Context: an optimization exercise on an open-source flow, tuned for small area. The choices shown serve that exercise and are no tape-out recipe.
In this exercise RTL edits were held to simulation tests only and were not proved equivalent to the original.
Power is estimated from default activity; no workload was simulated. The flow treats the clock pin as an ideal source, which a real chip does not have.

File: design/flow/design.v
module avr_boot_engine (
    input  wire        clk,
    input  wire        rst,           
    output wire        link_load,     
    output reg  [7:0]  link_tx,
    output wire        link_poll,     
    input  wire        link_done,
    input  wire        link_wcol,
    input  wire [7:0]  link_rx,
    output wire        nvm_poll,      
    input  wire        nvm_busy,
    output wire        nvm_op,        
    output reg  [1:0]  nvm_cmd,       
    output reg  [16:0] nvm_addr,
    output reg  [7:0]  nvm_lo,
    output reg  [7:0]  nvm_hi,
    output wire        pm_re,
    output reg  [16:0] pm_addr,
    input  wire [7:0]  pm_data,
    output wire        aux_re,
    output wire        aux_we,
    output reg  [15:0] aux_addr,
    output reg  [7:0]  aux_wdata,
    input  wire [7:0]  aux_rdata,
    output wire        escape,
    output wire [2:0]  esc_cause,
    output wire        irq_inhibit
);
    localparam [7:0]   AUX_MARKER  = 8'h01;
    localparam [2:0] CAUSE_LEAVE = 3'd0, CAUSE_TIMEOUT = 3'd1, CAUSE_COLLISION = 3'd2,
                     CAUSE_DESYNC = 3'd3, CAUSE_OVERSIZE = 3'd4;
    localparam [3:0] S_LOAD  = 4'd0,    
                     S_POLL  = 4'd1,    
                     S_PWR   = 4'd2,    
                     S_FDONE = 4'd3,    
                     S_CHECK = 4'd4,    
                     S_AUXW  = 4'd5,    
                     S_NWAIT = 4'd6,    
                     S_NOP   = 4'd7,    
                     S_S2    = 4'd8,    
                     S_RDS   = 4'd9,    
                     S_RDC   = 4'd10,   
                     S_SWAP  = 4'd12,   
                     S_ESC   = 4'd11;   
    localparam [2:0] K_CMD = 3'd0, K_ACK = 3'd1, K_SIG = 3'd2, K_PAY = 3'd3, K_OUT = 3'd4;
    localparam [2:0] O_OTHER = 3'd7, O_PING = 3'd1, O_LEAVE = 3'd2, O_SETADDR = 3'd3,
                     O_SIG = 3'd4, O_WRITE = 3'd5, O_READ = 3'd6;
    localparam [2:0] P_ERASE = 3'd0, P_STAGE = 3'd1, P_COMMIT = 3'd2,
                     P_RWW = 3'd3, P_DONE = 3'd4;
    reg [3:0]  state;
    reg [2:0]  kind;
    reg [2:0]  op;
    reg [1:0]  bi;           
    reg [2:0]  pstep;
    reg [15:0] addr_r;       
    reg        hibank;
    reg        auxsel;
    reg [2:0]  errcnt;
    reg [9:0]  pollcnt;      
    reg [15:0] p;            
    reg [15:0] r;            
    reg        l8;           
    reg [7:0]  llo;          
    reg        big;          
    reg        bad;          
    reg        rv;           
    reg [6:0]    ph;
    reg [2047:0] ring;
    localparam [9:0] POLL0 = 10'h001, POLL1000 = 10'h3ac;
    wire [9:0] pollcnt_nx = {pollcnt[8:0], pollcnt[9] ^ pollcnt[6]};
    wire [15:0] a0    = {addr_r[14:0], 1'b0};
    wire [15:0] p_inc = p + 16'd1;
    wire [15:0] r_dec = r - 16'd1;
    wire        r_nz  = (r != 16'd0);
    wire [7:0] slot  = (kind == K_OUT) ? {4'd0, bi, 2'b00} : p[7:0];
    wire       match = (ph == slot[7:1]);
    wire [7:0] rd_b  = slot[0] ? ring[15:8] : ring[7:0];
    wire [7:0] mem_rd = auxsel ? aux_rdata : pm_data;
    wire rd_issue = r_nz && (state == S_RDS);
    assign link_load   = (state == S_LOAD) && ((kind != K_OUT) || match);
    assign link_poll   = (state == S_POLL);
    assign nvm_poll    = (state == S_NWAIT);
    assign nvm_op      = (state == S_NOP) && ((pstep != P_STAGE) || match);
    assign pm_re       = rd_issue && !auxsel;
    assign aux_re      = rd_issue && auxsel;
    assign aux_we      = (state == S_AUXW) && r_nz && match;
    assign irq_inhibit = (state == S_NWAIT) || (state == S_NOP);
    assign escape      = (state == S_ESC);
    assign esc_cause   = op;
    reg       ring_we;
    reg [7:0] ring_wd;
    always @(*) begin
        ring_we = match && ((state == S_PWR) || (state == S_RDC));
        ring_wd = (state == S_PWR) ? p[15:8] : (rv ? mem_rd : 8'h00);
    end
    wire [15:0] ring_in = {(ring_we &&  slot[0]) ? ring_wd : ring[15:8],
                           (ring_we && !slot[0]) ? ring_wd : ring[7:0]};
    always @(*) begin
        case (kind)
            K_OUT: link_tx = rd_b;
            K_ACK: case (bi)
                       2'd0: link_tx = 8'hA0;
                       2'd1: link_tx = 8'h00;
                       2'd2: link_tx = 8'hA2;
                       default: link_tx = 8'hA3;
                   endcase
            K_SIG: case (bi)
                       2'd0: link_tx = 8'h5A;
                       2'd1: link_tx = 8'h5B;
                       2'd2: link_tx = 8'h5C;
                       default: link_tx = 8'h00;
                   endcase
            default: link_tx = 8'h00;
        endcase
        nvm_cmd   = pstep[1:0];
        nvm_addr  = {hibank, p};
        nvm_lo    = ring[7:0];
        nvm_hi    = ring[15:8];
        pm_addr   = {hibank, p};
        aux_addr  = p;
        aux_wdata = rd_b;
    end
    reg [2:0] op_dec;
    always @(*) begin
        case (link_rx)
            8'h30:   op_dec = O_PING;
            8'h51:   op_dec = O_LEAVE;
            8'h55:   op_dec = O_SETADDR;
            8'h75:   op_dec = O_SIG;
            8'h64:   op_dec = O_WRITE;
            8'h74:   op_dec = O_READ;
            default: op_dec = O_OTHER;
        endcase
    end
    always @(posedge clk) begin
        ph      <= ph + 7'd1;
        pollcnt <= (state == S_LOAD) ? POLL0 : pollcnt_nx;
        ring <= {ring_in, ring[2047:16]};
    end
    always @(posedge clk) begin
        if (rst) begin
            state  <= S_LOAD;
            kind   <= K_CMD;
            bi     <= 2'd0;
            addr_r <= 16'h0000;
            errcnt <= 3'd0;
        end else begin
            case (state)
                S_LOAD: begin
                    if (link_load)
                        state <= S_POLL;
                end
                S_POLL: begin
                    if (link_wcol)
                        errcnt <= errcnt + 3'd1;
                    if (link_wcol && errcnt == 3'd7) begin
                        op <= CAUSE_COLLISION;
                        state     <= S_ESC;
                    end else if (link_done) begin
                        if (kind == K_CMD) begin
                            case (bi)
                                2'd0: op <= op_dec;
                                2'd1: begin
                                    if (op == O_SETADDR) addr_r[7:0] <= link_rx;
                                    r[15:8] <= link_rx;
                                    l8      <= link_rx[0];
                                    big     <= (link_rx[7:1] != 7'd0);
                                end
                                2'd2: begin
                                    if (op == O_SETADDR) addr_r[15:8] <= link_rx;
                                    r[7:0] <= link_rx;
                                    llo    <= link_rx;
                                    if (l8 && link_rx != 8'd0) big <= 1'b1;
                                end
                                default: auxsel <= (link_rx == AUX_MARKER);
                            endcase
                        end
                        if (kind == K_PAY) begin
                            p[15:8] <= link_rx;
                            state   <= S_PWR;
                        end else begin
                            bi    <= bi + 2'd1;
                            state <= (bi == 2'd3) ? S_FDONE : S_LOAD;
                        end
                    end else if (pollcnt == POLL1000) begin
                        op <= CAUSE_TIMEOUT;
                        state     <= S_ESC;
                    end
                end
                S_PWR: begin
                    if (match) begin
                        if (r_nz) begin
                            r <= r_dec;
                            p <= p_inc;
                        end else if (p[15:8] != 8'd0) begin
                            bad <= 1'b1;
                        end
                        bi    <= bi + 2'd1;
                        state <= (bi == 2'd3) ? S_FDONE : S_LOAD;
                    end
                end
                S_FDONE: begin
                    state <= S_LOAD;
                    case (kind)
                        K_CMD: begin
                            case (op)
                                O_PING, O_LEAVE, O_SETADDR: kind <= K_ACK;
                                O_SIG:  kind <= K_SIG;
                                O_WRITE: begin
                                    p      <= a0;
                                    hibank <= addr_r[15];
                                    bad    <= 1'b0;
                                    kind   <= K_PAY;
                                    if (!r_nz) state <= S_CHECK;
                                end
                                O_READ: begin
                                    p      <= a0;
                                    hibank <= addr_r[15];
                                    state  <= S_RDS;
                                end
                                default: kind <= K_CMD;
                            endcase
                        end
                        K_ACK: begin
                            kind <= K_CMD;
                            if (op == O_LEAVE) begin
                                op <= CAUSE_LEAVE;
                                state     <= S_ESC;
                            end
                        end
                        K_PAY: begin
                            if (!r_nz) state <= S_CHECK;
                        end
                        K_OUT: state <= S_RDS;
                        default: kind <= K_CMD;
                    endcase
                end
                S_CHECK: begin
                    r     <= {7'd0, l8, llo};
                    p     <= a0;
                    pstep <= P_ERASE;
                    if (bad) begin
                        op <= CAUSE_DESYNC;
                        state     <= S_ESC;
                    end else if (big) begin
                        op <= CAUSE_OVERSIZE;
                        state     <= S_ESC;
                    end else if (auxsel) begin
                        state <= S_AUXW;
                    end else begin
                        state <= S_NWAIT;
                    end
                end
                S_AUXW: begin
                    if (!r_nz) begin
                        addr_r <= p;
                        kind   <= K_ACK;
                        state  <= S_LOAD;
                    end else if (match) begin
                        r <= r_dec;
                        p <= p_inc;
                    end
                end
                S_NWAIT: begin
                    if (!nvm_busy) begin
                        if (pstep == P_DONE) begin
                            kind  <= K_ACK;
                            state <= S_LOAD;
                        end else begin
                            state <= S_NOP;
                        end
                    end
                end
                S_NOP: begin
                    case (pstep)
                        P_ERASE: begin
                            state <= S_NWAIT;
                            if (r_nz) begin
                                pstep <= P_STAGE;
                            end else begin
                                addr_r <= p;
                                pstep  <= P_COMMIT;
                            end
                        end
                        P_STAGE: begin
                            if (match) begin
                                r     <= r_dec;
                                p     <= p_inc;
                                state <= S_S2;
                            end
                        end
                        P_COMMIT: begin
                            state <= S_NWAIT;
                            pstep <= P_RWW;
                        end
                        default: begin
                            state <= S_NWAIT;
                            pstep <= P_DONE;
                        end
                    endcase
                end
                S_S2: begin
                    p <= p_inc;
                    if (r_nz && r != 16'd1) begin
                        r     <= r_dec;
                        state <= S_NWAIT;
                    end else begin
                        state <= S_SWAP;
                    end
                end
                S_SWAP: begin
                    addr_r <= p;
                    p      <= a0;
                    pstep  <= P_COMMIT;
                    state  <= S_NWAIT;
                end
                S_RDS: begin
                    rv <= r_nz;
                    if (r_nz) begin
                        r <= r_dec;
                        p <= p_inc;
                    end
                    if (!r_nz && bi == 2'd0) begin
                        kind  <= K_CMD;
                        state <= S_LOAD;
                    end else begin
                        kind  <= K_OUT;
                        state <= S_RDC;
                    end
                end
                S_RDC: begin
                    if (match) begin
                        bi    <= bi + 2'd1;
                        state <= (bi == 2'd3) ? S_LOAD : S_RDS;
                    end
                end
                default: state <= S_ESC;
            endcase
        end
    end
endmodule
File: design/flow/flow/run.sh
#!/bin/bash
export BUFFER_PORTS_ARGS="-buffer_cell sky130_fd_sc_hd__buf_1"
export CTS_ARGS="-sink_clustering_enable -repair_clock_nets -dont_use_dummy_load -sink_clustering_size 30 -sink_clustering_max_diameter 100 -buf_list sky130_fd_sc_hd__clkbuf_16"
bash standard.sh > standard.log 2>&1
File: design/flow/standard.sh
#!/bin/bash
# synth_recipe.tcl (not shown) runs the flow's synth.tcl, then flattens the netlist and writes it again
# the make line also repeats each setting of config.mk as NAME=value (left out here)
make -C /OpenROAD-flow-scripts/flow DESIGN_CONFIG=/design/flow/config.mk WORK_HOME=/design/flow/orfs CLKGATE_MAP_FILE= SYNTH_SCRIPT=/design/flow/synth_recipe.tcl "${@:-finish}"
File: design/flow/config.mk
export PLATFORM = sky130hd
export DESIGN_NAME = avr_boot_engine
export DESIGN_NICKNAME = avr_boot_engine
export VERILOG_FILES = /design/flow/design.v
export SDC_FILE = /design/flow/constraint.sdc
export NUM_CORES = 4
export LEC_CHECK = 0
export CAP_MARGIN = 0
export CORE_MARGIN = 2
export CORE_UTILIZATION = 30
export SLEW_MARGIN = 0
File: design/flow/constraint.sdc
create_clock -name core_clock -period 10.0 [get_ports {clk}]
set_input_delay 2.0000 -clock core_clock [delete_from_list [all_inputs] [get_ports {clk}]]
set_output_delay 2.0000 -clock core_clock [all_outputs]
set_load 0.01 [all_outputs]
==> results of run 1 <==
## worst paths after layout
path / from / endpoint / slack (ns) / cells past startpoint
max: kind[0] / aux_we / 4.51 / 6
min: ring[1392] / ring[1376] / 0.26 / 0
max reg2reg: kind[0] / ring[2033] / 6.50 / 6
min reg2reg: ring[1392] / ring[1376] / 0.26 / 0
## layer usage
layer | global-route usage (%) | vias up | share of wire (%)
li1 | - | 9183 | -
met1 | 12.4 | 8860 | 55
met2 | 10.9 | 265 | 38
met3 | 1.87 | 111 | 4.7
met4 | 2.64 | 0 | 2.8
met5 | 0 | - | 0
## cell families after synthesis
logic type / count (synthesis) / share of synthesized area [%]
flip-flops: 2145 / 91.0
AND/OR/NAND/NOR: 308 / 3.23
AO/OA/AOI/OAI: 161 / 2.21
buffers and inverters: 114 / 1.35
multiplexers: 50 / 1.18
XOR/XNOR: 41 / 0.752
adder cells (fa/ha/maj): 11 / 0.288
## stage by stage
step | setup slack, ns | cells | hold WS [ns]
floorplan | 6.19 | 2830 | 0.310
global placement | 5.24 | 4940 | 0.310
detailed placement | 5.20 | 4940 | 0.312
CTS | 4.43 | 5025 | 0.265
global route | 4.21 | 5025 | 0.259
finish | 4.51 | 5026 | 0.262
## where the power goes
part | switching (mW) | leakage [nW] | internal [mW] | total, mW
Sequential | 0.150 | 17.3 | 8.70 | 8.85
Combinational | 0.523 | 1.69 | 0.259 | 0.782
Clock | 2.29 | 1.05 | 1.53 | 3.82
Total | 2.96 | 20.1 | 10.5 | 13.5
## final cells by class
type,instances,area (um2)
Tap cell,2072,2590
Antenna cell,1,2.50
Inverter,14,52.6
Sequential cell,2145,43500
Clock buffer,85,2130
Multi-Input combinational cell,571,3660
Fill cell,15200,106000
Timing Repair Buffer,138,572
## worst max-delay path: cells and delay by family, from the launching register on
kind	cells	cell delay [ns]
AOI/OAI and AO/OA	1	0.27
buffers and inverters	1	0.24
and+or+nand+nor	4	1.60
DFF	1	0.71
## flip-flops by register name (all words and copies together), names as in the netlist
register and cells:
ring 2048, p 16, op 3, pollcnt 10, ph 7, llo 8, bi 2, kind 3
hibank 1, rv 1, addr_r 16, bad 1, r 16, errcnt 3, pstep 3, big 1
auxsel 1, l8 1, state 4
## synth_stat cells (all sizes together) (4+ instances only)
| master | number |
|---|---|
| and2 | 18 |
| or3 | 7 |
| or3b | 4 |
| dfxtp | 2093 |
| nand4 | 6 |
| nor2b | 4 |
| a31oi | 4 |
| nor4 | 12 |
| a211oi | 23 |
| nand2b | 11 |
| ha | 11 |
| a21oi | 36 |
| nor3b | 9 |
| inv | 12 |
| edfxtp | 52 |
| clkbuf | 38 |
| nand3 | 23 |
| nor2 | 90 |
| xnor2 | 21 |
| o21a | 5 |
| buf | 62 |
| and3 | 10 |
| nor3 | 25 |
| a22oi | 12 |
| o21ai | 38 |
| mux2 | 25 |
| or2 | 4 |
| mux2i | 25 |
| a22o | 9 |
| o211ai | 12 |
| nand3b | 4 |
| nand2 | 70 |
| xor2 | 20 |
==> impl_metrics.py, run 1 <==
metrics = {
    "grt": {
        "grt_pass1_wl_um": 101000,
        "grt_pass1_vias": 17500,
        "grt_overflow": 0,
        "grt_max_degree": 38,
        "antenna_found_initial": 12,
        "grt_usage_pct": 8.06,
    },
    "timing": {
        "rsz0062_at_grt": "no",
        "slew_violations": 0,
        "relSlewSlack_pct": 28.6,
        "tightest_slew_ns": 1.07,
        "finalSetupTns_ns": 0,
        "timing.fmax_mhz": 182,
        "report.final.setup_viol": 0,
        "hold_violations": 0,
        "fin_skew_ns": 0.0801,
        "period_share_pct": 54.9,
        "period_needed_ns": 5.49,
    },
    "layout": {
        "layout_common_cells": "2093 x dfxtp_1, 123 x buf_1, 90 x nor2_1, 85 x clkbuf_16, 70 x nand2_1",
        "layout-drive-gt1-share_pct": 4.77,
        "final_common_cell": "dfxtp_1",
        "area_growth_pct": 9.86,
        "stdcell_area_um2": 52500,
        "post-route-util_pct": 33.2,
        "final_nets": 2995,
    },
    "floorplanning": {
        "ios": 125,
        "die_w_um": 403,
        "rows": 146,
        "core-area_um2": 158000,
        "die_area_um2": 162000,
        "floorplan.initialDensity_pct": 30.2,
        "die_h_um": 403,
    },
    "pwr": {
        "irDropWorstVdd_uv": 145,
        "total_power_mw": 13.5,
        "pwr_density_cell_nw_per_um2": 256,
        "p_leak_nw": 20.1,
    },
    "placement": {
        "place.gp.congestion": 0.794,
        "port_buffers": 124,
        "dp_hpwl_um": 41000,
        "placed_area_um2": 50300,
    },
    "synthesis": {
        "ys_ff_latch": 2145,
        "seq_area_frac_synth_pct": 91.0,
        "synth_nets": 2870,
        "synth_ff_type": "dfxtp_1",
        "yosysTopAreaCell": "dfxtp_1",
        "avgSynthCellArea_um2": 16.9,
        "synth-async-reset-ratio_pct": 0,
        "yosys.area.top_type_share_pct": 87.7,
        "synthCells": 2830,
        "synth_area_um2": 47800,
        "synth_area_leaders": "dfxtp_1 88%, edfxtp_1 3.3%, buf_4 0.82%",
        "synth_cell_types": 65,
        "yosysWarnings": 1,
        "synth_edf_count": 52,
    },
    "clock_network": {
        "htreeDepth": 3,
        "clockBufferDepth": 3,
        "clk_latency_ns": 0.69,
        "post_cts_buffers": 0,
        "hold_buffers": 0,
        "cts_tree": "built",
        "clockRootBuffer": "clkbuf_16",
        "cts_resized": 0,
        "numCtsBuffers": 85,
        "path_clk_slew_ns": 0.10,
        "clock-sinks": 2145,
    },
    "worst_setup_path": {
        "endpoint_kind": "primary output",
        "crit_path_max_fanout": 19,
        "cp_common_cell": "nor3_1",
        "cp_slowest_stage_delay_ns": 0.71,
        "cp_data_required_time_ns": 8.00,
        "crit_path_start_kind": "flip-flop",
        "path_class": "reg2out",
        "cp_slowest_cell": "dfxtp_1",
        "crit_chain": "or3b_1, o221a_2, nor3_1, nor3_1, and2_1, buf_1",
        "critPathArrivalTime_ns": 3.49,
    },
    "detailed_routing": {
        "via_count": 18400,
        "route.detailed.drc": 0,
        "drt_wl_total_um": 65800,
        "drt-initial-drc-count": 984,
        "viasPerCell": 3.66,
        "avgRoutedWirePerCell_um": 13.1,
        "drtPass1Iterations": 6,
        "ant_nets": 0,
    },
    "flow_run": {
        "maxCapViolCount": 0,
    },
    "hold_path": {
        "hold_path_class": "reg2reg",
    },
    "run_status": {
        "outcome": "finished clean",
    },
}
==> run 2: changes to the inputs <==
--- a/design/flow/config.mk
+++ b/design/flow/config.mk
@@ -7,5 +7,5 @@
 export LEC_CHECK = 0
-export CAP_MARGIN = 0
+export CAP_MARGIN = 20
 export CORE_MARGIN = 2
 export CORE_UTILIZATION = 30
-export SLEW_MARGIN = 0
+export SLEW_MARGIN = 20
==> impl_metrics.py, run 2 <==
metrics = {
    "grt": {
        "grt_usage_pct": 8.06,
        "grt_overflow": 0,
        "grt_pass1_wl_um": 101000,
        "grt_max_degree": 38,
        "antenna_found_initial": 12,
        "grt_pass1_vias": 17500,
    },
    "detailed_routing": {
        "ant_nets": 0,
        "via_count": 18400,
        "drt_wl_total_um": 65800,
        "viasPerCell": 3.66,
        "route.detailed.drc": 0,
        "drt-initial-drc-count": 984,
        "avgRoutedWirePerCell_um": 13.1,
        "drtPass1Iterations": 6,
    },
    "floorplanning": {
        "core-area_um2": 158000,
        "die_h_um": 403,
        "die_w_um": 403,
        "rows": 146,
        "floorplan.initialDensity_pct": 30.2,
        "ios": 125,
        "die_area_um2": 162000,
    },
    "placement": {
        "dp_hpwl_um": 41000,
        "dp_slack_ns": 5.20,
        "port_buffers": 124,
        "place.gp.congestion": 0.794,
    },
    "hold_path": {
        "min_to": "ring[1376]",
        "hp-start": "ring[1392]",
        "hold_path_class": "reg2reg",
        "min_path_cells": 0,
    },
    "pwr": {
        "p_leak_nw": 20.1,
        "total_power_mw": 13.5,
        "pwr_density_cell_nw_per_um2": 256,
        "irDropWorstVdd_uv": 145,
    },
    "worst_setup_path": {
        "crit_chain": "or3b_1, o221a_2, nor3_1, nor3_1, and2_1, buf_1",
        "crit_path_start_kind": "flip-flop",
        "cp_slowest_stage_delay_ns": 0.71,
        "cp.buffers_inverters": 1,
        "crit_path_max_fanout": 19,
        "endpoint_kind": "primary output",
        "critPathArrivalTime_ns": 3.49,
        "r2r-start": "kind[0]",
        "r2r-end": "ring[2033]",
        "cp_slowest_cell": "dfxtp_1",
        "path_class": "reg2out",
        "cp_common_cell": "nor3_1",
        "worst_path_dominant_cell_family": "simple AND/OR/NAND/NOR gates",
        "reg2reg_depth": 6,
        "cp_data_required_time_ns": 8.00,
        "reg2reg_setup_slack_ns": 6.50,
    },
    "timing": {
        "slew_violations": 0,
        "hold_ws_ns": 0.262,
        "fin_skew_ns": 0.0801,
        "setup_slack_ns": 4.51,
        "relSlewSlack_pct": 28.6,
        "period_share_pct": 54.9,
        "timing.fmax_mhz": 182,
        "finalSetupTns_ns": 0,
        "period_needed_ns": 5.49,
        "hold_violations": 0,
        "rsz0062_at_grt": "no",
        "report.final.setup_viol": 0,
        "tightest_slew_ns": 1.07,
    },
    "layout": {
        "final_common_cell": "dfxtp_1",
        "post-route-util_pct": 33.2,
        "regMostFlops": "ring",
        "area_growth_pct": 9.86,
        "layout-drive-gt1-share_pct": 4.77,
        "final_nets": 2995,
        "layout_common_cells": "2093 x dfxtp_1, 123 x buf_1, 90 x nor2_1, 85 x clkbuf_16, 70 x nand2_1",
        "largest_reg_flops": 2048,
    },
    "synthesis": {
        "yosys-top-cells-count": "2093 x dfxtp_1, 90 x nor2_1, 70 x nand2_1",
        "synth_nets": 2870,
        "synth_area_leaders": "dfxtp_1 88%, edfxtp_1 3.3%, buf_4 0.82%",
        "synth_edf_count": 52,
        "seq_area_frac_synth_pct": 91.0,
        "synth_area_um2": 47800,
        "yosys.area.top_type_share_pct": 87.7,
        "avgSynthCellArea_um2": 16.9,
        "yosysWarnings": 1,
        "synth_cell_types": 65,
        "synth-async-reset-ratio_pct": 0,
        "yosysTopAreaCell": "dfxtp_1",
        "synthCells": 2830,
        "ys_ff_latch": 2145,
        "yosysMostFrequentCell": "dfxtp_1",
        "synth_ff_type": "dfxtp_1",
    },
    "clock_network": {
        "post_cts_buffers": 0,
        "htreeDepth": 3,
        "numCtsBuffers": 85,
        "cts_tree": "built",
        "path_clk_slew_ns": 0.10,
        "hold_buffers": 0,
        "clockBufferDepth": 3,
        "clock-sinks": 2145,
        "cts_resized": 0,
        "clk_latency_ns": 0.69,
        "clockRootBuffer": "clkbuf_16",
    },
    "flow_run": {
        "maxCapViolCount": 0,
    },
    "run_status": {
        "outcome": "finished clean",
    },
}
run 2: cell counts in the layout (fill, tap and decap cells not counted):
No cell type changed its count.
run 2: worst max path at each step:
stage	to	from	slack, ns	cells past startpoint
finish	aux_we	kind[0]	4.51	6
global route	aux_we	r[4]	4.21	7
CTS	aux_we	kind[0]	4.43	6
detailed placement	aux_we	kind[0]	5.20	6
global placement	aux_we	kind[0]	5.24	6
floorplan	link_load	p[5]	6.19	6
run 2: where the power goes:
part | switching (mW) | total [mW] | internal, mW
Sequential | 0.150 | 8.85 | 8.70
Clock | 2.29 | 3.82 | 1.53
Combinational | 0.523 | 0.782 | 0.259
run 2: cell type report:
cell class | count | area, um2
Antenna cell | 1 | 2.50
Sequential cell | 2145 | 43500
Multi-Input combinational cell | 571 | 3660
Timing Repair Buffer | 138 | 572
Clock buffer | 85 | 2130
Tap cell | 2072 | 2590
Inverter | 14 | 52.6
Fill cell | 15200 | 106000
run 2: cells by family after synthesis:
logic type      Yosys count  share of synthesized area, %
fa+ha+maj                11                         0.288
mux                      50                          1.18
xor+xnor                 41                         0.752
buf+inv                 114                          1.35
compound gates          161                          2.21
flops                  2145                          91.0
simple gates            308                          3.23
run 2: metrics by stage:
step | instances | area [um2]
2_1_floorplan | 2830 | 47800
3_3_place_gp | 4940 | 50300
3_5_place_dp | 4940 | 50300
4_1_cts | 5025 | 52500
5_1_grt | 5025 | 52500
6_report | 5026 | 52500
run 2: routing by layer:
layer	vias to the layer above	part of all wire, %	wire length (um)	global-route usage, %
met5	-	0	0	0
met4	0	2.8	1810	2.64
met3	111	4.7	3080	1.87
met2	265	38	25000	10.9
met1	8860	55	35900	12.4
li1	9183	-	-	-
==> run 3: changes to the inputs <==
--- a/design/flow/design.v
+++ b/design/flow/design.v
@@ -43,6 +43,7 @@
                      S_SWAP  = 4'd12,   
+                     S_RDZ   = 4'd13,   
                      S_ESC   = 4'd11;   
     localparam [2:0] K_CMD = 3'd0, K_ACK = 3'd1, K_SIG = 3'd2, K_PAY = 3'd3, K_OUT = 3'd4;
-    localparam [2:0] O_OTHER = 3'd7, O_PING = 3'd1, O_LEAVE = 3'd2, O_SETADDR = 3'd3,
-                     O_SIG = 3'd4, O_WRITE = 3'd5, O_READ = 3'd6;
+    localparam [2:0] O_LEAVE = 3'd0, O_PING = 3'd1, O_SETADDR = 3'd2, O_OTHER = 3'd4,
+                     O_SIG = 3'd5, O_WRITE = 3'd6, O_READ = 3'd7;
     localparam [2:0] P_ERASE = 3'd0, P_STAGE = 3'd1, P_COMMIT = 3'd2,
@@ -64,4 +65,2 @@
     reg        big;          
-    reg        bad;          
-    reg        rv;           
     reg [6:0]    ph;
@@ -92,4 +91,4 @@
     always @(*) begin
-        ring_we = match && ((state == S_PWR) || (state == S_RDC));
-        ring_wd = (state == S_PWR) ? p[15:8] : (rv ? mem_rd : 8'h00);
+        ring_we = match && ((state == S_PWR) || (state == S_RDC) || (state == S_RDZ));
+        ring_wd = (state == S_PWR) ? p[15:8] : ((state == S_RDC) ? mem_rd : 8'h00);
     end
@@ -195,3 +194,3 @@
                         end else if (p[15:8] != 8'd0) begin
-                            bad <= 1'b1;
+                            op <= CAUSE_DESYNC;
                         end
@@ -211,3 +210,2 @@
                                     hibank <= addr_r[15];
-                                    bad    <= 1'b0;
                                     kind   <= K_PAY;
@@ -225,6 +223,4 @@
                             kind <= K_CMD;
-                            if (op == O_LEAVE) begin
-                                op <= CAUSE_LEAVE;
-                                state     <= S_ESC;
-                            end
+                            if (op == O_LEAVE)       
+                                state <= S_ESC;
                         end
@@ -241,4 +237,3 @@
                     pstep <= P_ERASE;
-                    if (bad) begin
-                        op <= CAUSE_DESYNC;
+                    if (op == CAUSE_DESYNC) begin
                         state     <= S_ESC;
@@ -317,8 +312,8 @@
                 S_RDS: begin
-                    rv <= r_nz;
+                    kind <= K_OUT;
                     if (r_nz) begin
-                        r <= r_dec;
-                        p <= p_inc;
-                    end
-                    if (!r_nz && bi == 2'd0) begin
+                        r     <= r_dec;
+                        p     <= p_inc;
+                        state <= S_RDC;
+                    end else if (bi == 2'd0) begin
                         kind  <= K_CMD;
@@ -326,7 +321,6 @@
                     end else begin
-                        kind  <= K_OUT;
-                        state <= S_RDC;
+                        state <= S_RDZ;
                     end
                 end
-                S_RDC: begin
+                S_RDC, S_RDZ: begin
                     if (match) begin
==> impl_metrics.py, run 3 <==
metrics = {
    "timing": {
        "tightest_slew_ns": 1.09,
        "relSlewSlack_pct": 26.8,
        "finalSetupTns_ns": 0,
        "period_share_pct": 53.6,
        "period_needed_ns": 5.36,
        "fin_skew_ns": 0.0759,
        "report.final.setup_viol": 0,
        "hold_violations": 0,
        "timing.fmax_mhz": 187,
        "slew_violations": 0,
        "rsz0062_at_grt": "no",
    },
    "clock_network": {
        "numCtsBuffers": 83,
        "path_clk_slew_ns": 0.11,
        "clock-sinks": 2143,
        "clockBufferDepth": 3,
        "clk_latency_ns": 0.72,
        "cts_tree": "built",
        "clockRootBuffer": "clkbuf_16",
        "hold_buffers": 0,
        "cts_resized": 0,
        "post_cts_buffers": 0,
        "htreeDepth": 3,
    },
    "worst_setup_path": {
        "endpoint_kind": "primary output",
        "cp_data_required_time_ns": 8.00,
        "r2r-start": "kind[2]",
        "reg2reg_setup_slack_ns": 6.15,
        "critPathArrivalTime_ns": 3.36,
        "path_class": "reg2out",
        "r2r-end": "p[11]",
        "crit_path_max_fanout": 15,
        "reg2reg_depth": 6,
        "crit_path_start_kind": "flip-flop",
    },
    "detailed_routing": {
        "viasPerCell": 3.68,
        "drt_wl_total_um": 70300,
        "route.detailed.drc": 0,
        "avgRoutedWirePerCell_um": 14.0,
        "drt-initial-drc-count": 1184,
        "ant_nets": 1,
        "via_count": 18400,
        "drtPass1Iterations": 5,
    },
    "synthesis": {
        "avgSynthCellArea_um2": 17.0,
        "yosysTopAreaCell": "dfxtp_1",
        "synth-async-reset-ratio_pct": 0,
        "seq_area_frac_synth_pct": 91.2,
        "synthCells": 2796,
        "ys_ff_latch": 2143,
        "synth_nets": 2837,
        "yosysWarnings": 1,
        "synth_cell_types": 70,
        "yosysMostFrequentCell": "dfxtp_1",
        "synth_area_leaders": "dfxtp_1 88%, edfxtp_1 3.2%, mux2_2 0.83%",
        "synth_ff_type": "dfxtp_1",
        "synth_edf_count": 50,
        "synth_area_um2": 47600,
        "yosys.area.top_type_share_pct": 88.0,
        "yosys-top-cells-count": "2093 x dfxtp_1, 76 x nand2_1, 64 x nor2_1",
    },
    "floorplanning": {
        "floorplan.initialDensity_pct": 30.1,
        "rows": 146,
        "die_h_um": 402,
        "die_w_um": 402,
        "core-area_um2": 158000,
        "ios": 125,
        "die_area_um2": 162000,
    },
    "placement": {
        "dp.cells": 4917,
        "dp_hpwl_um": 45200,
        "port_buffers": 124,
        "placed_area_um2": 50300,
        "place.gp.congestion": 0.796,
    },
    "grt": {
        "antenna_found_initial": 12,
        "grt_usage_pct": 8.59,
        "grt_max_degree": 35,
        "grt_pass1_wl_um": 106000,
        "grt_overflow": 0,
        "grt_pass1_vias": 17400,
    },
    "pwr": {
        "swShare_pct": 22.4,
        "seqPwrFrac_pct": 65.7,
        "pwr_density_cell_nw_per_um2": 257,
        "power_frac_comb_pct": 6.3,
        "total_power_mw": 13.5,
        "p_leak_nw": 20.0,
        "intPower_mw": 10.5,
        "switchingPower_mw": 3.02,
        "irDropWorstVdd_uv": 142,
        "power_frac_clock_pct": 28.1,
    },
    "hold_path": {
        "hp-start": "ring[1248]",
        "hold_path_class": "reg2reg",
        "min_to": "ring[1232]",
        "min_path_cells": 0,
    },
    "run_status": {
        "so_faults": "antenna violations",
        "outcome": "finished with violations",
    },
    "layout": {
        "area_growth_pct": 10.0,
        "layout-drive-gt1-share_pct": 5.05,
        "regMostFlops": "ring",
        "multi_input_area_um2": 3580,
        "largest_reg_flops": 2048,
        "nFillCells": 15000,
        "layout_common_cells": "2093 x dfxtp_1, 124 x buf_1, 83 x clkbuf_16, 76 x nand2_1, 64 x nor2_1",
        "stdcell_area_um2": 52400,
        "seqCellArea_um2": 43400,
        "final_common_cell": "dfxtp_1",
        "post-route-util_pct": 33.1,
        "final_nets": 2971,
        "stdcell_count": 5008,
    },
    "flow_run": {
        "maxCapViolCount": 0,
    },
}
-- run 3: cell count changes after synthesis, sizes merged, moves of 5 or more --
| cell | previous run | this run |
|---|---|---|
| xnor2 | 21 | 27 |
| o21ai | 38 | 45 |
| nor2b | 4 | 19 |
| a22o | 9 | 0 |
| mux2 | 25 | 36 |
| and2 | 18 | 5 |
| nor2 | 90 | 64 |
| a211oi | 23 | 10 |
| nor3 | 25 | 13 |
| inv | 12 | 22 |
| xor2 | 20 | 11 |
| or3 | 7 | 2 |
| nand2 | 70 | 76 |
-- run 3: critical path: stages (launching register included) --
cell      delay, ns
dfxtp_1        0.57
nor3b_1        0.79
o211ai_1       0.34
nor4_4         0.32
buf_4          0.27
inv_1          0.06
a21oi_1        0.13
buf_1          0.17
-- run 3: stage by stage --
stage | hold slack [ns] | worst slack, ns
final | 0.255 | 4.64
after global routing | 0.242 | 4.37
after CTS | 0.256 | 4.53
after detailed placement | 0.312 | 5.38
after global placement | 0.310 | 5.42
after floorplan | 0.310 | 5.92
-- run 3: cell type report --
class                   instances  share of cell area [%]
clock buffers                  83                    3.97
inverters                      23                   0.165
diodes                          8                  0.0382
well taps                    2072                    4.95
multi-input cells             537                    6.84
flip-flops and latches       2143                    82.9
repair buffers                142                    1.15
-- run 3: kinds of logic (layout without fill, tap and decap cells) --
group | Yosys count | after routing | share of synthesized area (%)
AO/OA/AOI/OAI | 153 | 153 | 2.06
XOR/XNOR | 38 | 38 | 0.699
adder cells (fa/ha/maj) | 12 | 12 | 0.315
buffers and inverters | 116 | 248 | 1.35
flip-flops | 2143 | 2143 | 91.2
multiplexers | 65 | 65 | 1.46
other | 0 | 8 | 0
AND/OR/NAND/NOR | 269 | 269 | 2.94
-- run 3: power by group through the flow --
stage	Combinational, mW	Sequential [mW]	Clock, mW
detailed placement	0.844	9.05	0
global placement	0.850	9.04	0
global route	0.915	8.87	4.25
CTS	0.849	8.85	3.98
finish	0.843	8.85	3.78
floorplan	0.563	8.98	0
-- run 3: worst max-delay path by stage --
stage	slack (ns)	cells past startpoint	end	start
after global routing	4.37	7	nvm_op	kind[2]
after CTS	4.53	7	nvm_op	kind[2]
after global placement	5.42	7	nvm_op	kind[2]
after floorplan	5.92	8	nvm_op	kind[0]
final	4.64	7	nvm_op	kind[2]
after detailed placement	5.38	7	nvm_op	kind[2]
-- run 3: routing by layer --
layer	GRT usage [%]	share of wire, %	up-vias
met5	0.327	0.13	-
met1	13.5	54	8814
met2	11.1	37	392
met4	3.10	2.5	4
li1	-	-	9098
met3	2.11	7.2	108
==> run 4: changes to the inputs <==
--- a/design/flow/flow/run.sh
+++ b/design/flow/flow/run.sh
@@ -4 +4,10 @@
 bash standard.sh > standard.log 2>&1
+ANT=orfs/reports/sky130hd/avr_boot_engine/base/drt_antennas.log
+for seed in 11 23 37; do
+  if [[ -f $ANT ]] && ! grep -q VIOLATED $ANT; then
+    break
+  fi
+  cp $ANT antennas_before_seed_$seed.log 2>/dev/null
+  bash standard.sh clean_route > standard_clean_$seed.log 2>&1
+  OR_SEED=$seed MAX_REPAIR_ANTENNAS_ITER_DRT=10 bash standard.sh > standard_seed_$seed.log 2>&1
+done
==> impl_metrics.py, run 4 <==
metrics = {
    "placement": {
        "dp_slack_ns": 5.38,
        "place.gp.congestion": 0.796,
        "port_buffers": 124,
        "placed_area_um2": 50300,
        "dp_hpwl_um": 45200,
    },
    "synthesis": {
        "seq_area_frac_synth_pct": 91.2,
        "yosys.area.top_type_share_pct": 88.0,
        "ys_ff_latch": 2143,
        "yosysTopAreaCell": "dfxtp_1",
        "synth_edf_count": 50,
        "synth-async-reset-ratio_pct": 0,
        "yosysMostFrequentCell": "dfxtp_1",
        "synth_nets": 2837,
        "synth_ff_type": "dfxtp_1",
        "synth_area_um2": 47600,
        "yosys-top-cells-count": "2093 x dfxtp_1, 76 x nand2_1, 64 x nor2_1",
        "yosysWarnings": 1,
        "synth_area_leaders": "dfxtp_1 88%, edfxtp_1 3.2%, mux2_2 0.83%",
        "synth_cell_types": 70,
        "avgSynthCellArea_um2": 17.0,
        "synthCells": 2796,
    },
    "layout": {
        "final_nets": 2971,
        "final_common_cell": "dfxtp_1",
        "post-route-util_pct": 33.1,
        "nFillCells": 15000,
        "regMostFlops": "ring",
        "seqCellArea_um2": 43400,
        "largest_reg_flops": 2048,
        "stdcell_area_um2": 52400,
        "layout_common_cells": "2093 x dfxtp_1, 124 x buf_1, 83 x clkbuf_16, 76 x nand2_1, 64 x nor2_1",
        "multi_input_area_um2": 3580,
        "area_growth_pct": 10.0,
        "layout-drive-gt1-share_pct": 5.05,
    },
    "grt": {
        "grt_pass1_wl_um": 106000,
        "grt_pass1_vias": 17400,
        "grt_usage_pct": 8.59,
        "grt_overflow": 0,
        "grt_max_degree": 35,
        "antenna_found_initial": 12,
    },
    "floorplanning": {
        "die_area_um2": 162000,
        "ios": 125,
        "rows": 146,
        "die_h_um": 402,
        "die_w_um": 402,
        "floorplan.initialDensity_pct": 30.1,
        "core-area_um2": 158000,
    },
    "clock_network": {
        "clock-sinks": 2143,
        "numCtsBuffers": 83,
        "hold_buffers": 0,
        "clockBufferDepth": 3,
        "clockRootBuffer": "clkbuf_16",
        "post_cts_buffers": 0,
        "cts_tree": "built",
        "htreeDepth": 3,
        "clk_latency_ns": 0.72,
        "path_clk_slew_ns": 0.11,
        "cts_resized": 0,
    },
    "detailed_routing": {
        "ant_nets": 1,
        "drt_wl_total_um": 70300,
        "drt-initial-drc-count": 1184,
        "avgRoutedWirePerCell_um": 14.0,
        "drtPass1Iterations": 5,
        "via_count": 18400,
        "route.detailed.drc": 0,
        "viasPerCell": 3.68,
    },
    "worst_setup_path": {
        "cp.buffers_inverters": 3,
        "cp_slowest_cell": "nor3b_1",
        "crit_cells": 7,
        "reg2reg_setup_slack_ns": 6.15,
        "crit_path_start_kind": "flip-flop",
        "cp_data_required_time_ns": 8.00,
        "r2r-end": "p[11]",
        "worst_path_dominant_cell_family": "simple AND/OR/NAND/NOR gates",
        "r2r-start": "kind[2]",
        "crit_chain": "nor3b_1, o211ai_1, nor4_4, buf_4, inv_1, a21oi_1, buf_1",
        "crit_path_max_fanout": 15,
        "endpoint_kind": "primary output",
        "critPathArrivalTime_ns": 3.36,
        "path_class": "reg2out",
        "cp_slowest_stage_delay_ns": 0.79,
        "reg2reg_depth": 6,
    },
    "timing": {
        "report.final.setup_viol": 0,
        "period_needed_ns": 5.36,
        "slew_violations": 0,
        "timing.fmax_mhz": 186,
        "fin_skew_ns": 0.0763,
        "setup_slack_ns": 4.64,
        "tightest_slew_ns": 1.09,
        "period_share_pct": 53.6,
        "finalSetupTns_ns": 0,
        "hold_violations": 0,
        "relSlewSlack_pct": 26.8,
        "rsz0062_at_grt": "no",
    },
    "pwr": {
        "switchingPower_mw": 3.02,
        "pwr_density_cell_nw_per_um2": 257,
        "power_frac_comb_pct": 6.3,
        "power_frac_clock_pct": 28.1,
        "p_leak_nw": 20.0,
        "seqPwrFrac_pct": 65.7,
        "swShare_pct": 22.4,
        "intPower_mw": 10.5,
        "irDropWorstVdd_uv": 142,
    },
    "hold_path": {
        "hold_path_class": "reg2reg",
        "min_to": "ring[1232]",
        "min_path_cells": 0,
        "hp-start": "ring[1248]",
    },
    "run_status": {
        "so_faults": "antenna violations",
        "outcome": "finished with violations",
    },
    "flow_run": {
        "maxCapViolCount": 0,
    },
}
run 4: through the flow:
step / cells / hold slack, ns / power, mW
2_1_floorplan: 2796 / 0.310 / 9.54
3_3_place_gp: 4917 / 0.310 / 9.89
6_report: 5013 / 0.255 / 13.5
3_5_place_dp: 4917 / 0.312 / 9.89
5_1_grt: 5000 / 0.242 / 14.0
4_1_cts: 5000 / 0.256 / 13.7
run 4: logic make-up after synthesis:
group	synth area share, %
fa+ha+maj	0.315
simple gates	2.94
flops	91.2
buf+inv	1.35
mux	1.46
compound gates	2.06
xor+xnor	0.699
run 4: layout make-up:
| cell class | count | area share, % |
|---|---|---|
| antenna | 13 | 0.0621 |
| tap | 2072 | 4.95 |
| multi-input combinational | 537 | 6.84 |
| inverter | 23 | 0.165 |
| timing repair buffer | 142 | 1.15 |
| clock buffer | 83 | 3.97 |
| sequential | 2143 | 82.9 |
run 4: worst register-to-register path, delay by kind of cell (launching register included):
kind,cells,cell delay [ns]
AND/OR/NAND/NOR,3,2.08
flip-flops,1,0.57
AO/OA/AOI/OAI,2,0.51
buffers and inverters,1,0.27
run 4: worst max path at each step:
stage,startpoint,end,slack (ns)
floorplan,kind[0],nvm_op,5.92
global placement,kind[2],nvm_op,5.42
detailed placement,kind[2],nvm_op,5.38
CTS,kind[2],nvm_op,4.53
global route,kind[2],nvm_op,4.37
finish,kind[2],nvm_op,4.64
run 4: layer usage:
layer / track usage (%) / part of all wire, % / up-vias
met5: 0.327 / 0.13 / -
met4: 3.10 / 2.5 / 4
met3: 2.11 / 7.1 / 108
met2: 11.1 / 37 / 393
met1: 13.5 / 54 / 8823
li1: - / - / 9103
run 4: power groups by stage:
stage                     Clock [mW]  Sequential, mW  Combinational (mW)
after floorplan                    0            8.98               0.563
after global placement             0            9.04               0.850
after detailed placement           0            9.05               0.844
after CTS                       3.98            8.85               0.849
after global routing            4.25            8.87               0.915
final                           3.78            8.85               0.843
==> run 5: changes to the inputs <==
--- a/design/flow/config.mk
+++ b/design/flow/config.mk
@@ -10,2 +10,3 @@
 export CORE_UTILIZATION = 30
+export MIN_ROUTING_LAYER = met2
 export SLEW_MARGIN = 20
==> impl_metrics.py, run 5 <==
metrics = {
    "run_status": {
        "outcome": "finished clean",
    },
    "grt": {
        "antenna_found_initial": 0,
        "grt_usage_pct": 13.3,
        "grt_pass1_vias": 27800,
        "grt_overflow": 0,
        "grt_max_degree": 35,
        "grt_pass1_wl_um": 110000,
    },
    "synthesis": {
        "synth_area_leaders": "dfxtp_1 88%, edfxtp_1 3.2%, mux2_2 0.83%",
        "synth_edf_count": 50,
        "yosys-top-cells-count": "2093 x dfxtp_1, 76 x nand2_1, 64 x nor2_1",
        "ys_ff_latch": 2143,
        "yosysMostFrequentCell": "dfxtp_1",
        "synth-async-reset-ratio_pct": 0,
        "yosys.area.top_type_share_pct": 88.0,
        "seq_area_frac_synth_pct": 91.2,
        "synth_area_um2": 47600,
        "synth_nets": 2837,
        "synthCells": 2796,
        "synth_ff_type": "dfxtp_1",
        "yosysTopAreaCell": "dfxtp_1",
        "avgSynthCellArea_um2": 17.0,
        "synth_cell_types": 70,
        "yosysWarnings": 1,
    },
    "pwr": {
        "total_power_mw": 13.5,
        "irDropWorstVdd_uv": 148,
        "power_frac_comb_pct": 6.4,
        "intPower_mw": 10.5,
        "swShare_pct": 22.4,
        "pwr_density_cell_nw_per_um2": 258,
        "seqPwrFrac_pct": 65.6,
        "power_frac_clock_pct": 27.9,
        "p_leak_nw": 20.0,
        "switchingPower_mw": 3.03,
    },
    "clock_network": {
        "clock-sinks": 2143,
        "hold_buffers": 0,
        "clockRootBuffer": "clkbuf_16",
        "clockBufferDepth": 3,
        "numCtsBuffers": 84,
        "post_cts_buffers": 0,
        "cts_resized": 0,
        "path_clk_slew_ns": 0.10,
        "clk_latency_ns": 0.71,
        "cts_tree": "built",
        "htreeDepth": 3,
    },
    "timing": {
        "tightest_slew_ns": 0.918,
        "relSlewSlack_pct": 38.1,
        "period_share_pct": 53.7,
        "finalSetupTns_ns": 0,
        "fin_skew_ns": 0.0581,
        "rsz0062_at_grt": "no",
        "slew_violations": 0,
        "hold_violations": 0,
        "timing.fmax_mhz": 186,
        "setup_slack_ns": 4.63,
        "hold_ws_ns": 0.262,
        "period_needed_ns": 5.37,
        "report.final.setup_viol": 0,
    },
    "detailed_routing": {
        "drt_wl_total_um": 72100,
        "ant_nets": 0,
        "avgRoutedWirePerCell_um": 14.4,
        "route.detailed.drc": 0,
        "drtPass1Iterations": 6,
        "viasPerCell": 4.83,
        "drt-initial-drc-count": 1817,
        "via_count": 24200,
    },
    "worst_setup_path": {
        "cp_data_required_time_ns": 8.00,
        "crit_start": "kind[0]",
        "endpoint_kind": "primary output",
        "crit_path_max_fanout": 19,
        "reg2reg_depth": 7,
        "cp_slowest_stage_delay_ns": 0.71,
        "path_class": "reg2out",
        "r2r-start": "kind[0]",
        "crit_chain": "or3b_1, nand2_1, mux2_2, buf_1",
        "critPathArrivalTime_ns": 3.37,
        "cp_slowest_cell": "dfxtp_1",
        "crit_path_start_kind": "flip-flop",
    },
    "hold_path": {
        "min_path_cells": 0,
        "hp-start": "ring[1272]",
        "hold_path_class": "reg2reg",
    },
    "layout": {
        "area_growth_pct": 10.1,
        "stdcell_count": 5018,
        "layout_common_cells": "2093 x dfxtp_1, 124 x buf_1, 84 x clkbuf_16, 76 x nand2_1, 64 x nor2_1",
        "regMostFlops": "ring",
        "final_common_cell": "dfxtp_1",
        "layout-drive-gt1-share_pct": 5.15,
        "final_nets": 2973,
        "post-route-util_pct": 33.2,
        "stdcell_area_um2": 52400,
        "largest_reg_flops": 2048,
    },
    "floorplanning": {
        "die_h_um": 402,
        "die_w_um": 402,
        "ios": 125,
        "floorplan.initialDensity_pct": 30.1,
        "rows": 146,
        "core-area_um2": 158000,
        "die_area_um2": 162000,
    },
    "placement": {
        "place.gp.congestion": 0.834,
        "placed_area_um2": 50300,
        "dp_slack_ns": 5.23,
        "dp.cells": 4918,
        "port_buffers": 124,
        "dp_hpwl_um": 45800,
    },
    "flow_run": {
        "maxCapViolCount": 0,
    },
}
run 5: cell counts after synthesis:
No cell type changed its count.
run 5: final timing paths:
kind | endpoint | slack [ns]
max | aux_wdata[0] | 4.63
min | ring[1256] | 0.26
max reg2reg | p[15] | 6.41
min reg2reg | ring[1256] | 0.26
run 5: kinds of logic after synthesis:
group | share of synthesized area, %
simple gates | 2.94
mux | 1.46
buf+inv | 1.35
compound gates | 2.06
fa+ha+maj | 0.315
xor+xnor | 0.699
flops | 91.2
run 5: cell type report:
type | count | area (um2)
fillers | 15100 | 106000
flip-flops and latches | 2143 | 43400
multi-input cells | 537 | 3590
well taps | 2072 | 2590
clock buffers | 84 | 2100
repair buffers | 143 | 608
inverters | 23 | 86.3
diodes | 16 | 40.0
run 5: power by group through the flow:
| stage | Clock (mW) | Sequential [mW] | Combinational (mW) |
|---|---|---|---|
| after floorplan | 0 | 8.98 | 0.563 |
| after global placement | 0 | 9.05 | 0.863 |
| after detailed placement | 0 | 9.06 | 0.849 |
| after CTS | 3.99 | 8.86 | 0.853 |
| after global routing | 4.31 | 8.89 | 0.955 |
| final | 3.77 | 8.87 | 0.871 |
run 5: layer usage:
layer / vias to the layer above / GRT usage (%) / routed length [um]
met1: 9089 / - / 0
met4: 24 / 2.87 / 2460
met5: - / 6.10 / 953
li1: 9089 / - / -
met3: 242 / 20.5 / 33300
met2: 5780 / 13.4 / 35400
run 5: worst max-delay path, delay by kind of cell, from the launching register on:
family / cells / cell delay (ns)
buffers and inverters: 1 / 0.16
muxes: 1 / 0.57
and+or+nand+nor: 2 / 1.21
DFF: 1 / 0.71
==> run 6: changes to the inputs <==
--- a/design/flow/flow/run.sh
+++ b/design/flow/flow/run.sh
@@ -2,3 +2,3 @@
 export BUFFER_PORTS_ARGS="-buffer_cell sky130_fd_sc_hd__buf_1"
-export CTS_ARGS="-sink_clustering_enable -repair_clock_nets -dont_use_dummy_load -sink_clustering_size 30 -sink_clustering_max_diameter 100 -buf_list sky130_fd_sc_hd__clkbuf_16"
+export CTS_ARGS="-sink_clustering_enable -repair_clock_nets -dont_use_dummy_load -sink_clustering_size 30 -sink_clustering_max_diameter 100 -tree_buf sky130_fd_sc_hd__clkbuf_8 -buf_list sky130_fd_sc_hd__clkbuf_16"
 bash standard.sh > standard.log 2>&1
--- a/design/flow/config.mk
+++ b/design/flow/config.mk
@@ -10,3 +10,2 @@
 export CORE_UTILIZATION = 30
-export MIN_ROUTING_LAYER = met2
 export SLEW_MARGIN = 20
==> impl_metrics.py, run 6 <==
metrics = {
    "run_status": {
        "outcome": "finished with violations",
        "so_faults": "antenna violations",
    },
    "floorplanning": {
        "rows": 146,
        "die_h_um": 402,
        "core-area_um2": 158000,
        "die_area_um2": 162000,
        "die_w_um": 402,
        "ios": 125,
        "floorplan.initialDensity_pct": 30.1,
    },
    "timing": {
        "slew_violations": 0,
        "timing.fmax_mhz": 186,
        "period_needed_ns": 5.36,
        "relSlewSlack_pct": 26.8,
        "rsz0062_at_grt": "no",
        "report.final.setup_viol": 0,
        "finalSetupTns_ns": 0,
        "hold_violations": 0,
        "period_share_pct": 53.6,
        "fin_skew_ns": 0.0763,
        "tightest_slew_ns": 1.09,
        "hold_ws_ns": 0.255,
    },
    "clock_network": {
        "htreeDepth": 3,
        "clock-sinks": 2143,
        "cts_tree": "built",
        "hold_buffers": 0,
        "clk_latency_ns": 0.72,
        "cts_resized": 0,
        "post_cts_buffers": 0,
        "clockRootBuffer": "clkbuf_16",
        "path_clk_slew_ns": 0.11,
        "numCtsBuffers": 83,
        "clockBufferDepth": 3,
    },
    "synthesis": {
        "synth-async-reset-ratio_pct": 0,
        "synth_ff_type": "dfxtp_1",
        "synth_edf_count": 50,
        "synth_area_um2": 47600,
        "synth_compound_area_share_pct": 2.06,
        "seq_area_frac_synth_pct": 91.2,
        "yosysTopAreaCell": "dfxtp_1",
        "avgSynthCellArea_um2": 17.0,
        "synth_area_leaders": "dfxtp_1 88%, edfxtp_1 3.2%, mux2_2 0.83%",
        "yosysMostFrequentCell": "dfxtp_1",
        "synth_nets": 2837,
        "synth_xor_area_share_pct": 0.699,
        "yosys-top-cells-count": "2093 x dfxtp_1, 76 x nand2_1, 64 x nor2_1",
        "yosys.area_share.adder_pct": 0.315,
        "ys_ff_latch": 2143,
        "synth_cell_types": 70,
        "synth_top_family_by_area": "simple AND/OR/NAND/NOR gates",
        "yosysWarnings": 1,
        "synth-simple-area-share_pct": 2.94,
        "yosys.area.top_type_share_pct": 88.0,
        "synthCells": 2796,
        "muxShareOfSynthArea_pct": 1.46,
    },
    "detailed_routing": {
        "via_count": 18400,
        "drtPass1Iterations": 5,
        "drt-initial-drc-count": 1184,
        "route.detailed.drc": 0,
        "avgRoutedWirePerCell_um": 14.0,
        "viasPerCell": 3.68,
        "drt_wl_total_um": 70300,
        "ant_nets": 1,
    },
    "layout": {
        "layout-drive-gt1-share_pct": 5.05,
        "final_nets": 2971,
        "layout_common_cells": "2093 x dfxtp_1, 124 x buf_1, 83 x clkbuf_16, 76 x nand2_1, 64 x nor2_1",
        "largest_reg_flops": 2048,
        "regMostFlops": "ring",
        "final_common_cell": "dfxtp_1",
        "nFillCells": 15000,
        "area_growth_pct": 10.0,
    },
    "worst_setup_path": {
        "crit_path_start_kind": "flip-flop",
        "r2r-end": "p[11]",
        "r2r-start": "kind[2]",
        "endpoint_kind": "primary output",
        "reg2reg_setup_slack_ns": 6.15,
        "cp_data_required_time_ns": 8.00,
        "crit_start": "kind[2]",
        "crit_path_max_fanout": 15,
        "path_class": "reg2out",
        "critPathArrivalTime_ns": 3.36,
        "reg2reg_depth": 6,
    },
    "placement": {
        "place.gp.congestion": 0.796,
        "port_buffers": 124,
        "dp_hpwl_um": 45200,
    },
    "grt": {
        "grt_pass1_wl_um": 106000,
        "grt_usage_pct": 8.59,
        "grt_pass1_vias": 17400,
        "grt_max_degree": 35,
        "grt_overflow": 0,
        "antenna_found_initial": 12,
    },
    "hold_path": {
        "min_to": "ring[1232]",
        "hp-start": "ring[1248]",
        "min_path_cells": 0,
        "hold_path_class": "reg2reg",
    },
    "pwr": {
        "pwr_density_cell_nw_per_um2": 257,
        "irDropWorstVdd_uv": 142,
        "p_leak_nw": 20.0,
    },
    "flow_run": {
        "maxCapViolCount": 0,
    },
}
-- run 6: cell count changes in the layout (fill, tap and decap cells not counted), sizes merged --
cell,delta
diode,-3
buf,-1
clkbuf,-1
-- run 6: worst max path at each step --
stage	slack, ns	end	cells past startpoint
2_1_floorplan	5.92	nvm_op	8
3_3_place_gp	5.42	nvm_op	7
3_5_place_dp	5.38	nvm_op	7
4_1_cts	4.53	nvm_op	7
5_1_grt	4.37	nvm_op	7
6_report	4.64	nvm_op	7
-- run 6: cell type report --
cell class / instances / area, um2 / area share (%)
well taps: 2072 / 2590 / 4.95
flip-flops and latches: 2143 / 43400 / 82.9
inverters: 23 / 86.3 / 0.165
multi-input cells: 537 / 3580 / 6.84
repair buffers: 142 / 601 / 1.15
clock buffers: 83 / 2080 / 3.97
diodes: 13 / 32.5 / 0.0621
-- run 6: metrics by stage --
| step | instance area, um2 | instances | power (mW) | worst slack, ns | util (%) |
|---|---|---|---|---|---|
| 5_1_grt | 52300 | 5000 | 14.0 | 4.37 | 33.1 |
| 6_report | 52400 | 5013 | 13.5 | 4.64 | 33.1 |
| 2_1_floorplan | 47600 | 2796 | 9.54 | 5.92 | - |
| 3_3_place_gp | 50300 | 4917 | 9.89 | 5.42 | 31.8 |
| 4_1_cts | 52300 | 5000 | 13.7 | 4.53 | 33.1 |
| 3_5_place_dp | 50300 | 4917 | 9.89 | 5.38 | 31.8 |
-- run 6: power by group --
part / internal, mW / switching, mW / total [mW] / leakage [nW]
clock network: 1.50 / 2.29 / 3.78 / 1.02
logic: 0.274 / 0.569 / 0.843 / 1.65
registers: 8.69 / 0.162 / 8.85 / 17.3
-- run 6: logic make-up after synthesis --
kind of cell / after synthesis
buffers and inverters: 116
xor gates and xnor gates: 38
AOI/OAI and AO/OA: 153
and+or+nand+nor: 269
DFF: 2143
muxes: 65
adders and majority gates: 12
-- run 6: critical path, cell delays in order, from the launching register on --
cell	delay (ns)
dfxtp_1	0.57
nor3b_1	0.79
o211ai_1	0.34
nor4_4	0.32
buf_4	0.27
inv_1	0.06
a21oi_1	0.13
buf_1	0.17
-- run 6: metal layers --
| metal | track usage [%] | part of all wire, % | vias to the layer above |
|---|---|---|---|
| met3 | 2.11 | 7.1 | 108 |
| met1 | 13.5 | 54 | 8823 |
| met4 | 3.10 | 2.5 | 4 |
| met5 | 0.327 | 0.13 | - |
| met2 | 11.1 | 37 | 393 |
| li1 | - | - | 9103 |
==> run 7: changes to the inputs <==
--- a/design/flow/flow/run.sh
+++ b/design/flow/flow/run.sh
@@ -2,3 +2,3 @@
 export BUFFER_PORTS_ARGS="-buffer_cell sky130_fd_sc_hd__buf_1"
-export CTS_ARGS="-sink_clustering_enable -repair_clock_nets -dont_use_dummy_load -sink_clustering_size 30 -sink_clustering_max_diameter 100 -tree_buf sky130_fd_sc_hd__clkbuf_8 -buf_list sky130_fd_sc_hd__clkbuf_16"
+export CTS_ARGS="-sink_clustering_enable -repair_clock_nets -dont_use_dummy_load -sink_clustering_size 26 -sink_clustering_max_diameter 100 -buf_list sky130_fd_sc_hd__clkbuf_16"
 bash standard.sh > standard.log 2>&1
--- a/design/flow/config.mk
+++ b/design/flow/config.mk
@@ -10,2 +10,3 @@
 export CORE_UTILIZATION = 30
+export MIN_ROUTING_LAYER = met2
 export SLEW_MARGIN = 20
==> impl_metrics.py, run 7 <==
metrics = {
    "run_status": {
        "outcome": "finished clean",
    },
    "placement": {
        "dp_hpwl_um": 45800,
        "port_buffers": 124,
        "place.gp.congestion": 0.834,
    },
    "layout": {
        "largest_reg_flops": 2048,
        "layout-drive-gt1-share_pct": 5.48,
        "final_nets": 2983,
        "post-route-util_pct": 33.3,
        "regMostFlops": "ring",
        "area_growth_pct": 10.6,
        "nFillCells": 15100,
        "layout_common_cells": "2093 x dfxtp_1, 124 x buf_1, 94 x clkbuf_16, 76 x nand2_1, 64 x nor2_1",
        "final_common_cell": "dfxtp_1",
    },
    "floorplanning": {
        "die_h_um": 402,
        "die_area_um2": 162000,
        "die_w_um": 402,
        "ios": 125,
        "floorplan.initialDensity_pct": 30.1,
        "rows": 146,
        "core-area_um2": 158000,
    },
    "timing": {
        "timing.fmax_mhz": 190,
        "hold_violations": 0,
        "period_share_pct": 52.7,
        "period_needed_ns": 5.27,
        "tightest_slew_ns": 0.916,
        "relSlewSlack_pct": 38.5,
        "report.final.setup_viol": 0,
        "hold_ws_ns": 0.269,
        "rsz0062_at_grt": "no",
        "slew_violations": 0,
        "finalSetupTns_ns": 0,
        "fin_skew_ns": 0.0589,
    },
    "detailed_routing": {
        "drtPass1Iterations": 6,
        "drt_wl_total_um": 72300,
        "ant_nets": 0,
        "viasPerCell": 4.82,
        "via_count": 24200,
        "avgRoutedWirePerCell_um": 14.4,
        "route.detailed.drc": 0,
        "drt-initial-drc-count": 1653,
    },
    "synthesis": {
        "seq_area_frac_synth_pct": 91.2,
        "synth_ff_type": "dfxtp_1",
        "yosys-top-cells-count": "2093 x dfxtp_1, 76 x nand2_1, 64 x nor2_1",
        "synth_area_leaders": "dfxtp_1 88%, edfxtp_1 3.2%, mux2_2 0.83%",
        "yosys.area.top_type_share_pct": 88.0,
        "yosysMostFrequentCell": "dfxtp_1",
        "synth_edf_count": 50,
        "yosysWarnings": 1,
        "synth-async-reset-ratio_pct": 0,
        "synth_area_um2": 47600,
        "ys_ff_latch": 2143,
        "yosysTopAreaCell": "dfxtp_1",
        "synth_cell_types": 70,
        "synth_nets": 2837,
        "synthCells": 2796,
        "avgSynthCellArea_um2": 17.0,
    },
    "clock_network": {
        "clockBufferDepth": 3,
        "post_cts_buffers": 0,
        "clock-sinks": 2143,
        "path_clk_slew_ns": 0.09,
        "cts_tree": "built",
        "cts_resized": 0,
        "clockRootBuffer": "clkbuf_16",
        "numCtsBuffers": 94,
        "hold_buffers": 0,
        "htreeDepth": 3,
        "clk_latency_ns": 0.70,
    },
    "worst_setup_path": {
        "crit_path_max_fanout": 19,
        "critPathArrivalTime_ns": 3.27,
        "path_class": "reg2out",
        "cp_data_required_time_ns": 8.00,
        "crit_start": "kind[0]",
        "critPathCapture": "nvm_op",
        "r2r-end": "addr_r[5]",
        "r2r-start": "r[0]",
        "endpoint_kind": "primary output",
        "reg2reg_depth": 8,
        "crit_path_start_kind": "flip-flop",
        "reg2reg_setup_slack_ns": 6.44,
    },
    "grt": {
        "grt_max_degree": 35,
        "antenna_found_initial": 0,
        "grt_usage_pct": 13.4,
        "grt_pass1_vias": 28000,
        "grt_pass1_wl_um": 110000,
        "grt_overflow": 0,
    },
    "pwr": {
        "p_leak_nw": 20.2,
        "pwr_density_cell_nw_per_um2": 260,
        "irDropWorstVdd_uv": 128,
    },
    "hold_path": {
        "min_path_cells": 0,
        "hold_path_class": "reg2reg",
    },
    "flow_run": {
        "maxCapViolCount": 0,
    },
}
## run 7: cell count changes in the layout (fill, tap and decap cells not counted), sizes merged
| cell | delta |
|---|---|
| clkbuf | +11 |
| diode | -8 |
| buf | +1 |
## run 7: cell type report
| type | count | area (um2) | area share [%] |
|---|---|---|---|
| Antenna cell | 5 | 12.5 | 0.0238 |
| Multi-Input combinational cell | 537 | 3590 | 6.83 |
| Tap cell | 2072 | 2590 | 4.92 |
| Sequential cell | 2143 | 43400 | 82.4 |
| Inverter | 23 | 86.3 | 0.164 |
| Timing Repair Buffer | 143 | 608 | 1.15 |
| Clock buffer | 94 | 2350 | 4.47 |
## run 7: logic make-up (layout without fill, tap and decap cells)
logic type,count (synthesis),count (layout),synth area share [%]
buffers and inverters,116,260,1.35
adders and majority gates,12,12,0.315
other,0,5,0
and+or+nand+nor,269,269,2.94
muxes,65,65,1.46
xor gates and xnor gates,38,38,0.699
AOI/OAI and AO/OA,153,153,2.06
DFF,2143,2143,91.2
## run 7: report_power, final
part           switching, mW  internal, mW
registers              0.177          8.69
logic                  0.588         0.279
clock network           2.30          1.68
## run 7: through the flow
| stage | setup slack, ns | instance area (um2) | total power, mW | std cells |
|---|---|---|---|---|
| after detailed placement | 5.23 | 50300 | 9.91 | 4918 |
| after CTS | 4.43 | 52600 | 13.9 | 5012 |
| after global routing | 4.43 | 52600 | 14.4 | 5012 |
| final | 4.73 | 52600 | 13.7 | 5017 |
| after floorplan | 5.92 | 47600 | 9.54 | 2796 |
| after global placement | 5.25 | 50300 | 9.92 | 4918 |
## run 7: per-layer routing
metal | wire (um) | track usage [%] | part of all wire [%] | vias to the layer above
met3 | 33700 | 20.9 | 47 | 259
met4 | 2570 | 3.11 | 3.6 | 16
li1 | - | - | - | 9101
met5 | 643 | 3.09 | 0.89 | -
met1 | 0 | - | 0 | 9101
met2 | 35400 | 13.5 | 49 | 5727
## run 7: worst min-delay path by stage
stage / endpoint / from / slack [ns]
CTS: ring[1256] / ring[1272] / 0.28
finish: ring[1256] / ring[1272] / 0.27
detailed placement: ring[1173] / ring[1189] / 0.31
global route: ring[1256] / ring[1272] / 0.29
global placement: ring[697] / ring[713] / 0.31
floorplan: ring[0] / ring[16] / 0.31
## run 7: critical path: stages (launching register included)
cell	delay [ns]
dfxtp_1	0.72
or3b_1	0.53
mux2i_1	0.29
xnor2_1	0.14
nor4_4	0.26
buf_4	0.27
inv_1	0.06
a21oi_1	0.13
buf_1	0.18

==> port drivers added, routing unchanged <==
The flow's constraints put no driver on any port. The routed layouts listed below were extracted and timed again, unchanged, in two steps. Step 1 (the two cells are an assumption about what drives the block):
set clk [get_ports {clk}]
set_driving_cell -lib_cell sky130_fd_sc_hd__clkbuf_16 $clk
set_driving_cell -lib_cell sky130_fd_sc_hd__buf_2 [delete_from_list [all_inputs] $clk]
Step 2 moves the port delays by t, midway between the first and last clock arrival at a register: inputs arrive t later, outputs are due t later. That takes back most of the time a late clock gives input paths. a / b / c = ideal ports / drivers / drivers and shift; a / b = the first two.
run	t (ns)	setup slack, ns	worst hold slack (ns)	worst setup path after step 2
run 1	0.716	4.506 / 4.438 / 5.154	0.262 / 0.262 / 0.262	register to output
run 2	0.716	4.506 / 4.438 / 5.154	0.262 / 0.262 / 0.262	register to output
run 3	0.731	4.638 / 4.569 / 5.300	0.255 / 0.255 / 0.255	register to output
run 4	0.731	4.638 / 4.569 / 5.299	0.255 / 0.255 / 0.255	register to output
run 5	0.728	4.627 / 4.561 / 5.289	0.262 / 0.262 / 0.262	register to output
run 6	0.731	4.638 / 4.569 / 5.299	0.255 / 0.255 / 0.255	register to output
run 7	0.732	4.732 / 4.665 / 5.397	0.269 / 0.269 / 0.269	register to output
